Context: an optimization exercise on an open-source flow, tuned for a short achievable clock period and few clock cycles. The choices shown serve that exercise and are no tape-out recipe. Function was checked by simulation only, so behaviour that the tests miss may differ from the original.

==> job 5932: inputs <==
Design image_thresholder, start of the top module:
module image_thresholder (
    input  wire        clk,
    input  wire        rst,           
    input  wire        cmd_valid,
    output wire        cmd_ready,
    input  wire [31:0] cmd_data,
    input  wire [7:0]  rd_idx,
    output reg  [31:0] rd_data,
    output wire        out_valid,
    input  wire        out_ready,
    output wire [7:0]  out_data,
    output wire        out_last
);
export LEC_CHECK = 0
export ABC_CLOCK_PERIOD_IN_PS = 100
export CAP_MARGIN = 20
export CORE_MARGIN = 2
export CORE_UTILIZATION = 40
export SLEW_MARGIN = 20
export SYNTH_HIERARCHICAL = 1
export SETUP_SLACK_MARGIN = 6.5
export TNS_END_PERCENT = 100
create_clock -name core_clock -period 12.0 [get_ports {clk}]
standard.sh (not shown) runs the stock make flow with config.mk's settings and CLKGATE_MAP_FILE= SYNTH_SCRIPT=/design/flow/synth_recipe.tcl, a recipe that flattens the netlist after the stock synthesis.
==> flow/flow/run.sh <==
#!/bin/bash
set -e
MARGIN=6.5
{
  echo "export SETUP_SLACK_MARGIN = $MARGIN"
  echo "export TNS_END_PERCENT = 100"
} >> config.mk
bash standard.sh > standard.log 2>&1
==> job 2172 (differences from job 5932) <==
--- a/flow/design.v
+++ b/flow/design.v
@@ -191,25 +191,35 @@
             P_NAME:           g_byte = name[g_idx[3:0]];
             P_C1, P_C2, P_C3: g_byte = 8'h2C;
             P_BL:             g_byte = {4'h3, bl_dig};
             P_RS:             g_byte = {4'h3, rs_dig};
             default:          g_byte = g_lf ? 8'h0A : g_hex;
         endcase
     end
     wire g_last = (g_phase == P_PAY) && !g_lf && g_nib && ({1'b0, g_addr} == byte_length - 9'd1);
-    wire [31:0] rd_q;
-    image_thresholder_rdmux u_rdmux (
-        .idx(rd_idx), .state(state), .err(err), .width(width), .height(height),
-        .flag_inv(flag_inv), .flag_lb(flag_lb), .name_len(name_len),
-        .row_stride(row_stride), .byte_length(byte_length), .cur_x(cur_x),
-        .cur_y(cur_y), .thresh_result(thresh_result), .out_count(out_count),
-        .q(rd_q)
-    );
-    always @(*) rd_data = rd_q;
+    always @(*) begin
+        case (rd_idx)
+            8'h00:   rd_data = {24'd0, err, 1'b0, state};
+            8'h01:   rd_data = {8'd0, width};
+            8'h02:   rd_data = {8'd0, height};
+            8'h03:   rd_data = {30'd0, flag_lb, flag_inv};
+            8'h04:   rd_data = {27'd0, name_len};
+            8'h05:   rd_data = {23'd0, row_stride};
+            8'h06:   rd_data = {23'd0, byte_length};
+            8'h07:   rd_data = {21'd0, cur_x};
+            8'h08:   rd_data = {23'd0, cur_y};
+            8'h09:   rd_data = {23'd0, thresh_result};
+            8'h0A:   rd_data = {22'd0, out_count};
+            8'h0B:   rd_data = 32'd0;               
+            8'h0C:   rd_data = BUF_BYTES;
+            8'h0D:   rd_data = NAME_MAX;
+            default: rd_data = 32'd0;
+        endcase
+    end
     wire start_go = (start_pend || (cmd_ok && op == OP_START)) && dims_ok;
     always @(posedge clk) begin
         if (rst) begin
             state         <= S_IDLE;
             err           <= 4'd0;
             width         <= 24'd0;
             height        <= 24'd0;
             flag_inv      <= 1'b0;
@@ -356,28 +366,34 @@
                                 start_pend <= 1'b1;
                         end
                         OP_PIXEL: begin
                             if (y_full) begin
                                 state <= S_ERROR;
                                 err   <= ERR_OVERRUN;
                             end else begin
                                 p1_v     <= 1'b1;
+                                p1_rgb   <= imm;
+                                p1_pos   <= cur_x[2:0];
+                                p1_flush <= (cur_x[2:0] == 3'd7) || x_last;
                                 if (x_last) begin
                                     cur_x  <= 11'd0;
                                     cur_y  <= cur_y + 9'd1;
                                     x_last <= w_is1;
                                     y_full <= y_next_fl;
                                 end else begin
                                     cur_x  <= cur_x + 11'd1;
                                     x_last <= x_next_ls;
                                 end
                             end
                         end
-                        OP_THRESH: thr_busy <= 2'd1;
+                        OP_THRESH: begin
+                            thr_rgb  <= imm;
+                            thr_busy <= 2'd1;
+                        end
                         OP_FINISH: begin
                             if (!y_full) begin
                                 state <= S_ERROR;
                                 err   <= ERR_UNDERRUN;
                             end else begin
                                 state     <= S_EMIT;
                                 out_count <= 10'd0;
                                 out_v     <= 1'b1;
@@ -426,56 +442,12 @@
         if (!rst && p1_v && p1_flush)
             gd[wq[7:4]] <= p1_merge;
     end
     always @(posedge clk) begin
         if (!rst && p2_we)
             buffer[p2_addr] <= gd[p2_addr[7:4]];
     end
     always @(posedge clk) begin
-        if (!name_len[4])
+        if (cmd_ok && (op == OP_NBYTE) && !name_len[4])
             name[name_len[3:0]] <= imm[7:0];
     end
-    always @(posedge clk) begin
-        p1_rgb   <= imm;
-        p1_pos   <= cur_x[2:0];
-        p1_flush <= (cur_x[2:0] == 3'd7) || x_last;
-        if (thr_busy == 2'd0)
-            thr_rgb <= imm;
-    end
-endmodule
-module image_thresholder_rdmux (
-    input  wire [7:0]  idx,
-    input  wire [2:0]  state,
-    input  wire [3:0]  err,
-    input  wire [23:0] width,
-    input  wire [23:0] height,
-    input  wire        flag_inv,
-    input  wire        flag_lb,
-    input  wire [4:0]  name_len,
-    input  wire [8:0]  row_stride,
-    input  wire [8:0]  byte_length,
-    input  wire [10:0] cur_x,
-    input  wire [8:0]  cur_y,
-    input  wire [8:0]  thresh_result,
-    input  wire [9:0]  out_count,
-    output reg  [31:0] q
-);
-    always @(*) begin
-        case (idx)
-            8'h00:   q = {24'd0, err, 1'b0, state};
-            8'h01:   q = {8'd0, width};
-            8'h02:   q = {8'd0, height};
-            8'h03:   q = {30'd0, flag_lb, flag_inv};
-            8'h04:   q = {27'd0, name_len};
-            8'h05:   q = {23'd0, row_stride};
-            8'h06:   q = {23'd0, byte_length};
-            8'h07:   q = {21'd0, cur_x};
-            8'h08:   q = {23'd0, cur_y};
-            8'h09:   q = {23'd0, thresh_result};
-            8'h0A:   q = {22'd0, out_count};
-            8'h0B:   q = 32'd0;               
-            8'h0C:   q = 32'd256;             
-            8'h0D:   q = 32'd16;              
-            default: q = 32'd0;
-        endcase
-    end
 endmodule
- ABC_CLOCK_PERIOD_IN_PS: 100 -> unset
- SYNTH_HIERARCHICAL: 1 -> unset
==> flow_metrics.tcl <==
set metrics [dict create \
    drtIter0Drc 6292 \
    core_area_mm2 0.282 \
    layout.cells.most_common_list "sky130_fd_sc_hd__edfxtp_1 (2415), sky130_fd_sc_hd__mux4_2 (714), sky130_fd_sc_hd__nor2_1 (516)" \
    worst_pin_slew_ps 1180 \
    finish.net_count 6680 \
    pwr_density_cell_mw_per_mm2 158 \
    placed_cells_incl_taps 9862 \
    total_leakage_power_nw 41.7 \
    core_utilization_of_the_finished_layout_pct 45.7 \
    run_status "finished clean" \
    number_of_multi_input_logic_gates 3006 \
    seqAreaFraction_pct 62.1 \
    vias 59200 \
    height_of_the_chip_um 536 \
    cts_made_buffers 295 \
    dpl-instance-area_mm2 0.118 \
    synth_area_leaders "sky130_fd_sc_hd__edfxtp_1 (64%), sky130_fd_sc_hd__mux4_2 (14%), sky130_fd_sc_hd__dfxtp_1 (6.6%), sky130_fd_sc_hd__nor2_1 (1.7%), sky130_fd_sc_hd__fa_1 (1.2%)" \
]
The numbers above come from job 5932.

==> flow_metrics.tcl <==
set metrics [dict create \
    run_status "finished clean" \
    pwr_density_cell_mw_per_mm2 159 \
    seqAreaFraction_pct 62.6 \
    cts_made_buffers 291 \
    core_area_mm2 0.282 \
    height_of_the_chip_um 535 \
    worst_pin_slew_ps 1080 \
    clk_share_pct 7.51 \
    total_leakage_power_nw 41.4 \
    number_of_multi_input_logic_gates 2952 \
    dpl-instance-area_mm2 0.118 \
    finish.net_count 6613 \
    layout.cells.most_common_list "sky130_fd_sc_hd__edfxtp_1 (2443), sky130_fd_sc_hd__mux4_2 (714), sky130_fd_sc_hd__nor2_1 (517)" \
    drtIter0Drc 6095 \
]
The numbers above come from job 2172.

Testbench counts of job 5932, summed over its fixed seeds: cycles 107,009.
Testbench counts of job 2172, summed over its fixed seeds: cycles 107,009.

[port drivers added, routing unchanged]
No port has a modelled driver above. Below, the same layouts with a new extraction and two added sets of constraints. Step 1 sets driving cells, clkbuf_16 on the clock port and buf_2 on the other inputs (assumed; they add their load-dependent delay and slew). Step 2 times the ports against the registers' clock, not the clock port: input delays grow and output delays shrink by t, the midpoint of the rising clock arrivals with the driver on. Slacks: no drivers / after step 1 / after step 2; pairs: no drivers / after step 1.
run | t, ns | slack for setup (ns) | worst hold slack (ns) | worst setup path at the end | worst data-port slew with drivers (ns)
job 5932 | 0.927 | 5.442 / 5.393 / 5.393 | 0.325 / 0.325 / 0.325 | input to output | 0.09
job 2172 | 0.920 | 5.123 / 5.088 / 5.088 | 0.330 / 0.330 / 0.330 | input to output | 0.11
After both steps setup and hold are still met in every run listed. For job 5932, which loses most, drivers alone change the setup slack by -0.049 ns; drivers and shift together by -0.049 ns.
